This is an optimization exercise on Yosys and OpenROAD, whose aim is small area, not a production implementation.
In this exercise RTL edits were held to simulation tests only and were not proved equivalent to the original.
Power is estimated from default activity; no workload was simulated.

==> flow/design.v <==
module kbd_scan_react (
    input  wire        clk,
    input  wire        rst,
    input  wire        cmd_valid,
    input  wire [7:0]  cmd,
    output wire        cmd_ready,
    output wire [7:0]  row_n,
    input  wire [7:0]  col_n,
    input  wire [31:0] rnd_data,
    output wire        rnd_take,
    output wire [17:0] ev,
    output wire        led_valid,
    output wire [23:0] led_data,
    output wire        draw_valid,
    output wire [1:0]  draw_sprite,
    output wire [2:0]  fault
);
    localparam [3:0] S_IDLE = 4'd0,  S_INIT = 4'd1,  S_SCAN = 4'd2,  S_DB   = 4'd3,
                     S_EP   = 4'd4,  S_LKM  = 4'd5,  S_KS   = 4'd6,  S_LT   = 4'd7,
                     S_LU   = 4'd8,  S_L0   = 4'd9,  S_L1   = 4'd10, S_LF   = 4'd11,
                     S_LM   = 4'd12, S_DT   = 4'd13;
    reg [3:0]  st;
    reg        run;       
    reg        h;         
    reg        t;         
    reg [5:0]  p;         
    reg        q_hi;      
    reg [2:0]  q_lo;
    reg [1:0]  mode;
    reg        c_hi;      
    reg [2:0]  c_lo;
    reg        seeded;
    reg        fresh;     
    reg [1:0]  dmode;     
    reg        sd;        
    reg [7:0]  ph;        
    reg        lz;
    reg [1:0]  sprite;
    reg        dz;
    reg        dv;
    reg        ev_v, ev_k;
    reg [2:0]  ev_r, ev_c;
    reg [1:0]  flt;       
    reg [63:0]  r_s, r_b, r_c0, r_c1, r_c2, r_c3;
    reg [71:0]  lr;
    reg [31:0]  dr;
    reg [7:0]   lc;
    wire halted  = |flt;
    wire p_last  = (p == 6'd63);
    wire p_half  = (p[4:0] == 5'd31);
    wire q_last  = q_hi && (q_lo == 3'd5);
    wire accept  = cmd_valid && (st == S_IDLE) && p_last;
    wire       hs = r_s[0];
    wire       hb = r_b[0];
    wire [3:0] hc = {r_c3[0], r_c2[0], r_c1[0], r_c0[0]};
    wire       evk = (hc == 4'd15);
    wire       sel_rot = (p[3] == h);
    wire       smp = ~col_n[p[2:0]];
    reg        ns, nb;
    reg [3:0]  nc;
    reg        pop_now;
    always @* begin
        ns = hs; nb = hb; nc = hc;
        pop_now = 1'b0;
        case (st)
        S_INIT: begin ns = 1'b0; nb = 1'b0; nc = 4'd0; end
        S_SCAN: if (sel_rot) ns = smp;
        S_DB:   if (h) begin
                    if (hs == hb) nc = 4'd0;
                    else if (hc == 4'd14) begin nb = hs; nc = 4'd15; end
                    else nc = hc + 4'd1;
                end
        S_EP:   if (sel_rot && evk && !ev_v) begin nc = 4'd0; pop_now = 1'b1; end
        default: ;
        endcase
    end
    wire [4:0] lf_  = lr[4:0];
    wire       lfl  = lr[5];
    wire       flsh = (dmode == 2'd1);
    wire [7:0] pw   = ph;
    wire       at_j   = (q_hi == c_hi) && (q_lo == c_lo);
    reg  [7:0] stepv;
    always @* begin
        case (dmode)
        2'd0:    stepv = !sd ? 8'd0 : (q_lo == 3'd2 || q_lo == 3'd5) ? 8'd22 : 8'd21;
        2'd2:    stepv = at_j ? 8'd245 : 8'd1;                   
        2'd3:    stepv = (q_lo == c_lo) ? 8'd251 : 8'd1;         
        default: stepv = 8'd0;
        endcase
    end
    wire       rg0  = pw < 8'd85;
    wire       rg1  = !rg0 && pw < 8'd170;
    wire       rg2  = !rg0 && !rg1;
    wire [7:0] x3   = pw + {pw[6:0], 1'b0} + {6'd0, rg2, rg1};
    wire [7:0] va   = flsh ? (lfl ? 8'd128 : 8'd255) : x3;
    wire [7:0] vb   = flsh ? 8'd255 : ~x3;
    wire [8:0] f10  = {lf_, 3'b000} + {3'b000, lf_, 1'b0};
    wire [9:0] da   = {2'b00, va} - {1'b0, f10};
    wire [9:0] db   = {2'b00, vb} - {1'b0, f10};
    wire [7:0] sa   = da[9] ? 8'd0 : da[7:0];
    wire [7:0] sb   = db[9] ? 8'd0 : db[7:0];
    reg  [7:0] cr, cg, cb;
    always @* begin
        if (flsh)     begin cr = sa;   cg = sa;   cb = sb;   end
        else if (rg0) begin cr = sb;   cg = 8'd0; cb = sa;   end
        else if (rg1) begin cr = 8'd0; cg = sa;   cb = sb;   end
        else          begin cr = sa;   cg = sb;   cb = 8'd0; end
    end
    wire dim = lfl ? (lf_[4] | lf_[3] | lf_[2] | (lf_[1] & lf_[0])) : lf_[4];
    wire       at_tw  = (q_hi != c_hi) && (q_lo == c_lo);
    wire [4:0] f_inc  = (&lf_) ? lf_ : lf_ + 5'd1;
    wire       rbow   = (mode == 2'd0);
    reg  [5:0] lin;
    reg        take_led;
    always @* begin
        lin = lr[5:0];
        take_led = 1'b0;
        case (st)
        S_INIT: lin = {lfl, 5'd31};
        S_LM:   if (run) lin = {lfl, 5'd31};
        S_LU:   if (run) begin
                    if (rbow) lin = {lfl, 5'd0};
                    else if (mode == 2'd1) begin
                        if (h && at_j && dim) begin
                            lin = {rnd_data[0], 5'd1};
                            take_led = 1'b1;
                        end else lin = {lfl, f_inc};
                    end else begin
                        if (at_j || (mode[0] && at_tw)) lin = {lfl, 5'd1};
                        else lin = {lfl, f_inc};
                    end
                end
        S_KS:   if (at_j) begin
                    if (mode == 2'd1) begin
                        lin = {rnd_data[0], 5'd0};
                        take_led = 1'b1;
                    end else lin = {lfl, 5'd0};
                end
        default: ;
        endcase
    end
    wire       rbit = rnd_data[~p[4:0]];
    wire [3:0] m5x  = {c_lo, rbit};
    reg  [2:0] m5n;
    always @* begin
        case (m5x)
        4'd0, 4'd5:  m5n = 3'd0;
        4'd1, 4'd6:  m5n = 3'd1;
        4'd2, 4'd7:  m5n = 3'd2;
        4'd3, 4'd8:  m5n = 3'd3;
        4'd4, 4'd9:  m5n = 3'd4;
        default:     m5n = 3'bxxx;
        endcase
    end
    wire [2:0] m3x  = {c_lo[1:0], rbit};          
    wire [1:0] m3n  = (m3x >= 3'd3) ? m3x[1:0] - 2'd3 : m3x[1:0];
    reg  [3:0] jx;
    always @* begin
        case ({m3n, rnd_data[1:0]})
        4'b00_00: jx = 4'h0;  4'b01_01: jx = 4'h1;  4'b10_10: jx = 4'h2;
        4'b00_11: jx = 4'h3;  4'b01_00: jx = 4'h4;  4'b10_01: jx = 4'h5;
        4'b00_10: jx = 4'h8;  4'b01_11: jx = 4'h9;  4'b10_00: jx = 4'ha;
        4'b00_01: jx = 4'hb;  4'b01_10: jx = 4'hc;  4'b10_11: jx = 4'hd;
        default:  jx = 4'bxxxx;
        endcase
    end
    wire       dbit = dz ? 1'b0 : dr[0];
    wire       dsum = dbit ^ h;
    wire [31:0] k400 = 32'd400;
    wire       deq  = t && (dsum == k400[p[4:0]]);
    wire       lbit = lz ? 1'b0 : lc[0];
    wire       lsum = lbit ^ h;
    wire [7:0] kk   = (mode == 2'd3) ? 8'd100 : 8'd10;
    wire       leq  = t && (lsum == kk[p[2:0]]);
    wire       lt_on = (p[5:3] == 3'd0);
    wire m12_on = (st == S_LKM || st == S_L1);
    assign cmd_ready   = (st == S_IDLE) && p_last;
    assign rnd_take    = (m12_on && p == 6'd31) || (st == S_L0 && p_last) || take_led;
    assign ev          = {ev_v, ev_k, 5'd0, ev_r, 5'd0, ev_c};
    assign fault       = {flt, 1'b0};
    assign draw_valid  = dv;
    assign draw_sprite = sprite;
    assign led_valid   = (st == S_LF) && run;
    assign led_data    = {cg, cr, cb};
    wire   row_on      = (st == S_SCAN) && sel_rot;
    wire [2:0] row_idx = {h, p[5:4]};
    assign row_n       = ~({7'd0, row_on} << row_idx);
    wire       cn_wrap = (c_lo == 3'd5);
    wire [1:0] sp_tog  = {sprite[0], ~sprite[0]};    
    always @(posedge clk) begin
        r_s  <= {ns,    r_s[63:1]};
        r_b  <= {nb,    r_b[63:1]};
        r_c0 <= {nc[0], r_c0[63:1]};
        r_c1 <= {nc[1], r_c1[63:1]};
        r_c2 <= {nc[2], r_c2[63:1]};
        r_c3 <= {nc[3], r_c3[63:1]};
        lr   <= {lin, lr[71:6]};
        dr   <= {(st == S_DT) ? dsum : dr[0], dr[31:1]};
        lc   <= {(st == S_LT && lt_on) ? lsum : lc[0], lc[7:1]};
    end
    task led_key;
        begin
            if (mode == 2'd1) begin
                c_lo <= 3'd0;
                st   <= S_LKM;
            end else if (mode == 2'd2) begin
                c_lo <= cn_wrap ? 3'd0 : c_lo + 3'd1;
                ph   <= ph;           
                c_hi <= c_hi ^ cn_wrap;
                st   <= S_KS;
            end else
                st <= S_IDLE;
        end
    endtask
    always @(posedge clk) begin
        if (rst) begin
            st <= S_INIT;
            p <= 6'd0; q_hi <= 1'b0; q_lo <= 3'd0;
            mode <= 2'd0; c_hi <= 1'b0; c_lo <= 3'd0; lz <= 1'b1;
            seeded <= 1'b0; fresh <= 1'b1; dmode <= 2'd0; sd <= 1'b0; ph <= 8'd0;
            sprite <= 2'd0; dz <= 1'b1; dv <= 1'b0;
            ev_v <= 1'b0; ev_k <= 1'b0; ev_r <= 3'd0; ev_c <= 3'd0; flt <= 2'd0;
        end else begin
            ph <= ph + stepv;
            p  <= p + 6'd1;
            q_lo <= (q_lo == 3'd5) ? 3'd0 : q_lo + 3'd1;
            if (q_lo == 3'd5) q_hi <= !q_hi;
            dv <= 1'b0;
            case (st)
            S_INIT: if (p_last) st <= S_IDLE;
            S_IDLE: if (accept && !halted) begin
                run <= 1'b0;
                h   <= 1'b0;
                t   <= 1'b0;
                case (cmd)
                8'h10: st <= S_SCAN;
                8'h20: st <= S_DB;
                8'h21: begin ev_v <= 1'b0; st <= S_EP; end
                8'h30: begin h <= 1'b1; t <= 1'b1; st <= S_LT; end
                8'h31: led_key;
                8'h32: st <= S_LF;
                8'h34, 8'h35, 8'h36, 8'h37: begin
                    mode <= cmd[1:0]; lz <= 1'b1;
                    if (cmd[1:0] == 2'd0) begin seeded <= 1'b1; fresh <= 1'b1; end
                    else begin
                        c_hi <= 1'b0; c_lo <= 3'd0;
                        dmode <= cmd[1:0]; st <= S_LM;
                    end
                end
                8'h40: begin h <= 1'b1; t <= 1'b1; st <= S_DT; end
                8'h41: begin sprite <= sp_tog; dz <= 1'b1; dv <= 1'b1; end
                default: flt[0] <= 1'b1;
                endcase
            end
            S_SCAN: if (p_last) begin
                h <= 1'b1;
                if (h) st <= S_IDLE;
            end
            S_DB: begin
                if (evk) t <= 1'b1;
                if (p_last) begin
                    h <= 1'b1;
                    if (h) st <= S_IDLE;
                    else if (t || evk) begin flt[1] <= 1'b1; st <= S_IDLE; end
                end
            end
            S_EP: begin
                if (!ev_v) begin
                    if (p_last && h && !pop_now) begin
                        ev_k <= 1'b0; ev_r <= 3'd0; ev_c <= 3'd0;
                    end else begin
                        ev_k <= hb; ev_r <= {p[3], p[5:4]}; ev_c <= p[2:0];
                    end
                end
                if (pop_now) ev_v <= 1'b1;
                if (p_last) begin
                    h <= 1'b1;
                    if (h) begin
                        if (pop_now ? hb : (ev_v && ev_k)) begin
                            sprite <= sp_tog; dz <= 1'b1; dv <= 1'b1;
                            led_key;
                        end else st <= S_IDLE;
                    end
                end
            end
            S_LT: begin
                if (lt_on) begin
                    h <= lbit & h;
                    t <= leq;
                end
                if (p == 6'd7) begin
                    lz <= leq;
                    if (!leq) st <= S_IDLE;
                    else if (mode == 2'd1) begin
                        c_lo <= 3'd0; st <= S_L0;
                    end else begin
                        if (mode[1]) begin
                            c_lo <= cn_wrap ? 3'd0 : c_lo + 3'd1;
                            c_hi <= c_hi ^ cn_wrap;
                            ph   <= ph;       
                        end
                        st <= S_LU;
                    end
                end
            end
            S_L0: if (p[5]) begin
                c_lo <= m5n;
                if (p_last) begin
                    st <= S_LU;
                    if (m5n == 3'd0 && rnd_data[1:0] == 2'd0) begin
                        c_hi <= 1'b0; c_lo <= 3'd0; st <= S_L1;
                    end else h <= 1'b0;
                end
            end
            S_LKM, S_L1: begin
                c_lo[1:0] <= m3n;
                if (p == 6'd31) begin
                    c_hi <= jx[3]; c_lo <= jx[2:0];
                    h  <= 1'b1;
                    st <= (st == S_LKM) ? S_KS : S_LU;
                end
            end
            S_KS: if (at_j) begin
                if (mode == 2'd2) ph <= ph + stepv + 8'd1;    
                st <= S_IDLE;
            end
            S_LU, S_LF, S_LM: begin
                if (q_last) begin
                    run <= 1'b1;
                    if (run) begin
                        run <= 1'b0; st <= S_IDLE;
                        if (st == S_LU) begin
                            if (rbow) begin
                                fresh <= 1'b0; dmode <= 2'd0;
                                if (fresh) begin ph <= 8'd0; sd <= seeded; end
                                else ph <= ph + stepv + 8'd1;      
                            end else if (mode[1]) ph <= ph + stepv + 8'd1;    
                        end
                        if (st == S_LM) ph <= 8'd255;
                    end
                end
            end
            S_DT: begin
                h <= dbit & h;
                t <= deq;
                if (p_half) begin
                    dz <= 1'b0; st <= S_IDLE;
                    if (deq) begin sprite <= 2'd0; dv <= 1'b1; end
                end
            end
            default: st <= S_IDLE;
            endcase
        end
    end
endmodule
==> flow/flow/run.sh <==
#!/bin/bash
# Layout flow: the standard synthesis, then an area-oriented re-mapping of
# its combinational logic with ABC (eight random seeds of &deepsyn, the
# smallest result kept; flip-flops untouched; the result is proven equivalent
# to the standard netlist with Yosys, and the standard netlist is used if
# anything fails), then the standard layout steps with these changes:
# port buffers use buf_1, and clock tree synthesis uses clkbuf_8 with sink
# clusters of at most 20 flip-flops and no dummy loads.
set -euo pipefail
HERE=$(pwd)
R=$HERE/orfs/results/$FLOW_PLATFORM/kbd_scan_react/base
LIB=$FLOW_HOME/platforms/$FLOW_PLATFORM/lib/sky130_fd_sc_hd__tt_025C_1v80.lib
YOSYS=$FLOW_HOME/../tools/install/yosys/bin/yosys
[ -x "$YOSYS" ] || YOSYS=yosys
export CTS_ARGS="-sink_clustering_enable -repair_clock_nets -dont_use_dummy_load -buf_list sky130_fd_sc_hd__clkbuf_8 -sink_clustering_size 20 -sink_clustering_max_diameter 70"
export BUFFER_PORTS_ARGS="-buffer_cell sky130_fd_sc_hd__buf_1"

bash standard.sh synth > standard_synth.log 2>&1
cp "$R/1_2_yosys.v" "$HERE/std_1_2_yosys.v"

DU=$(sed -n '/^export DONT_USE_CELLS/,/^#/p' "$FLOW_HOME/platforms/$FLOW_PLATFORM/config.mk" \
     | grep -o 'sky130_fd_sc_hd__[a-z0-9_]*' | sed 's/^/-dont_use /' | tr '\n' ' ')
best=""; best_area=""
for S in 0 1 2 3 4 5 6 7; do
  sed -e "s#@SEED@#$S#" flow/area.abc > "area$S.abc"
  sed -e "s#@LIB@#$LIB#g" -e "s#@IN@#$HERE/std_1_2_yosys.v#" -e "s#@OUT@#$HERE/resynth$S.v#" \
      -e "s#@ABC@#$HERE/area$S.abc#" -e "s#@TOP@#$FLOW_TOP#g" -e "s#@DONTUSE@#$DU#" \
      -e "s#@STAT@#$HERE/resynth_stat$S.txt#" flow/resynth.ys > "resynth$S.ys"
  "$YOSYS" -q -l "resynth$S.log" "resynth$S.ys" > /dev/null 2>&1 &
done
wait || true
for S in 0 1 2 3 4 5 6 7; do
  a=$(grep -o "Chip area for module .*: [0-9.]*" "resynth_stat$S.txt" 2>/dev/null | awk '{print $NF}' || true)
  [ -n "$a" ] || continue
  if [ -z "$best" ] || awk "BEGIN{exit !($a < $best_area)}"; then best=$S; best_area=$a; fi
done
echo "seed areas:" $(grep -ho "Chip area for module .*: [0-9.]*" resynth_stat*.txt | awk '{print $NF}') "kept seed $best" > resynth_choice.txt

ok=0
if [ -n "$best" ]; then
  cp "resynth$best.v" resynth.v
  sed -e "s#@LIB@#$LIB#g" -e "s#@GOLD@#$HERE/std_1_2_yosys.v#" -e "s#@GATE@#$HERE/resynth.v#" \
      -e "s#@TOP@#$FLOW_TOP#g" flow/equiv.ys > equiv.ys
  sed -e "s#@LIB@#$LIB#g" -e "s#@GATE@#$HERE/resynth.v#" -e "s#@TOP@#$FLOW_TOP#g" flow/check.ys > check.ys
  if "$YOSYS" -q -l check.log check.ys > /dev/null 2>&1 && \
     "$YOSYS" -q -l equiv.log equiv.ys > /dev/null 2>&1; then ok=1; fi
fi
if [ $ok = 1 ]; then
  cp "$HERE/resynth.v" "$R/1_2_yosys.v"
  rm -f "$R/1_synth.odb" "$R/1_synth.sdc"
  echo "using the re-mapped netlist" > netlist_choice.txt
else
  echo "re-mapping failed; using the standard netlist" > netlist_choice.txt
fi

bash standard.sh > standard.log 2>&1
==> flow/flow/area.abc <==
strash
&get -n
&deepsyn -J 100 -T 1200 -S @SEED@
&put
dch -f
amap
strash
dch -f
amap
topo
==> flow/flow/check.ys <==
# The re-mapped netlist holds only library cells, each pin driven once.
read_liberty -lib @LIB@
read_verilog @GATE@
hierarchy -check -top @TOP@
check -assert -mapped
==> flow/flow/equiv.ys <==
# Prove the re-mapped netlist equivalent to the standard synthesis.
read_liberty -ignore_miss_func @LIB@
read_verilog @GOLD@
rename @TOP@ gold
read_verilog @GATE@
rename @TOP@ gate
flatten gold gate
opt_clean
equiv_make gold gate equiv
hierarchy -top equiv
equiv_simple
equiv_induct
equiv_status -assert
==> flow/flow/resynth.ys <==
# Re-map the combinational logic of the standard synthesis for area. The
# flip-flops are kept as black boxes, so each keeps its name and cell type.
read_liberty -ignore_miss_func @LIB@
blackbox sky130_fd_sc_hd__df* sky130_fd_sc_hd__sdf* sky130_fd_sc_hd__edf* sky130_fd_sc_hd__dl* sky130_fd_sc_hd__conb_1
read_verilog @IN@
hierarchy -top @TOP@
flatten
opt -purge
abc -liberty @LIB@ @DONTUSE@ -script @ABC@
opt_clean -purge
setundef -zero
hilomap -singleton -hicell sky130_fd_sc_hd__conb_1 HI -locell sky130_fd_sc_hd__conb_1 LO
insbuf -buf sky130_fd_sc_hd__buf_4 A X
splitnets
opt_clean -purge

tee -o @STAT@ stat -liberty @LIB@
write_verilog -noattr -nohex -nodec @OUT@
==> flow/standard.sh <==
#!/bin/bash
# synth_recipe.tcl (not shown) runs the flow's synth.tcl, then flattens the netlist and writes it again
# the make line also repeats each setting of config.mk as NAME=value (left out here)
make -C /OpenROAD-flow-scripts/flow DESIGN_CONFIG=/design/flow/config.mk WORK_HOME=/design/flow/orfs CLKGATE_MAP_FILE= SYNTH_SCRIPT=/design/flow/synth_recipe.tcl "${@:-finish}"
==> flow/config.mk <==
export PLATFORM = sky130hd
export DESIGN_NAME = kbd_scan_react
export DESIGN_NICKNAME = kbd_scan_react
export VERILOG_FILES = /design/flow/design.v
export SDC_FILE = /design/flow/constraint.sdc
export NUM_CORES = 8
export LEC_CHECK = 0
export CAP_MARGIN = 20
export CORE_MARGIN = 2
export CORE_UTILIZATION = 60
export PLACE_DENSITY = 0.75
export SLEW_MARGIN = 20
==> flow/constraint.sdc <==
create_clock -name core_clock -period 14.0 [get_ports {clk}]
set_input_delay 2.8000 -clock core_clock [delete_from_list [all_inputs] [get_ports {clk}]]
set_output_delay 2.8000 -clock core_clock [all_outputs]
set_load 0.01 [all_outputs]
==> summary.txt <==
worst max-delay path, delay by kind of cell (launching register included):
family	cells	cell delay (ns)
DFF	1	0.37
AOI/OAI and AO/OA	13	2.89
buffers and inverters	5	0.82
and+or+nand+nor	10	1.56
area by class of cell:
cell class / instances / area, µm² / area share
Timing Repair Buffer: 101 / 390 / 0.0249
Inverter: 113 / 424 / 0.0271
Tap cell: 319 / 399 / 0.0255
Clock buffer: 34 / 468 / 0.0298
Multi-Input combinational cell: 592 / 3020 / 0.192
Sequential cell: 547 / 11000 / 0.700
routing by layer:
metal	global-route usage	wire length (µm)
met5	0	0
met4	0.0508	471
met3	0.0397	1460
met2	0.315	11300
met1	0.294	12800
flip-flops by register name (all words and copies together) (netlist names), 2 cells and up:
signal,count
c_lo,3
dmode,2
dr,32
ev_c,3
ev_r,3
flt,2
lc,8
lr,72
mode,2
p,6
ph,8
q_lo,3
r_b,64
r_c0,64
r_c1,64
r_c2,64
r_c3,64
r_s,64
sprite,2
st,4
worst paths after layout:
check,startpoint,to,slack [ns],depth (start not counted)
max,ph[2],led_data[18],5.05,28
min reg2reg,r_s[33],r_s[32],0.30,0
max reg2reg,p[0],c_lo[2],9.09,18
min,r_s[33],r_s[32],0.30,0
per-stage QoR:
step	std cells	power, µW
after global routing	1706	2450
after CTS	1706	2380
after floorplan	1275	1730
after detailed placement	1672	1760
final	1706	2360
after global placement	1672	1760
report_power, final:
group	switching, µW	internal, µW
combinational	58.2	24.4
clock	412	221
sequential	20.1	1620
==> summary.txt <==
Tot GR Track Use=0.203; HP Class=flop to flop; worst skew pair latency=0.56 ns; antenna violation net count after detailed routing=0; Max-Cap Viols=0; RSZ-0062 raised after global routing=false; Net count, final=1440; final-report setup violation count=0; Yosys warning total=1; post_cts resized=0; Die X=160 µm; Setup Skew=0.0598 ns; element type at the critical path end=output pin; Layout area overhead=7.71%; period utilisation layout=0.639; Clock transition at path regs=0.10 ns; H-tree levels=2; Die ar.=0.0255 mm²; CTS max path bufs=3; Layout Utilization=0.664; layout cell share with drive strength beyond 1=0.0267; worst hold slack=0.304 ns; number of buffers created by CTS=34; Syn Std Cell Area=0.0146 mm²; Worst path most repeated cell=nor2_1; commonest cells after routing, fill and taps aside=544 x dfxtp_1, 201 x nor2_1, 113 x clkinv_1; Relative slew margins=0.276; largest net degree at the start of global routing=28; root buffer cell=clkbuf_8; DIE HEIGHT=160 µm; Post-CTS Setup Repair Bufs=0; PwrDens=150 mW/mm²; pins over their slew limit=0; pre-CTS setup slack=5.67 ns; RD Place Congestion=0.893; CTS sink count=547; initial antenna violation count=0; DRC violations left=0; setup ws final=5.05 ns; CP max stage delay=0.56 ns; CP arrival=6.15 ns; hold-fix buffers at CTS=0; hpwl dp=18200 µm; vias in the first global route=8272; post-synthesis cell count=1265; Peak VDD IR=0.114 mV; Design Area, Final=0.0157 mm²; drt first pass iters=5; syn avg cell area=11.5 µm²; Ports=110; Worst Setup Path Type=flop to output pin; Worst EP required=11.20 ns; Post-Route WL=26000 µm; CTS tree=yes; vias per cell=5.18; Worst path slowest cell=o21ai_0; CP max FO=8; Cell Area, Placed=0.0152 mm²; Vias=8831; core area=0.0236 mm²; leakage=0.00583 µW; final hold violations=0; Fmax=112 MHz; first-pass GRT wire length=41900 µm; run status=timing/DRC/antenna clean; FP Rows=56; Layout fillers=1854; Port Buffers=98; setup_tns=0 ns; Starting Density=0.616; post-route minimum period=8.95 ns; number of DRC markers in iteration 0=556; GR Overflow Total=0; most common cell after layout, fill and taps aside=dfxtp_1; crit path launch type=flop; wire per inst=15.2 µm; Slew @ Worst Pin=1.07 ns; # diodes=0

## static timing again, ports no longer ideal
How much do the figures lean on ideal ports? The routed layout below was timed once more, with nothing changed but the port constraints. Step 1: set_driving_cell puts a clkbuf_16 on clk and a buf_2 on each other input, an assumption about the parent block. Step 2 times the ports against the registers' clock, not the clock port: input delays grow and output delays shrink by t, the midpoint of the rising clock arrivals with the driver on. Slacks: no drivers / after step 1 / after step 2; pairs: no drivers / after step 1.
t, ns: 0.572
setup WS [ns]: 5.052 / 5.008 / 5.580
worst hold slack (ns): 0.304 / 0.304 / 0.304
worst setup path after step 2: register to output
latest minus earliest clock arrival (ns): 0.062 / 0.062
After both steps setup and hold are still met in this run. The setup slack of this run moves by -0.044 ns with the drivers and by +0.528 ns with both steps.
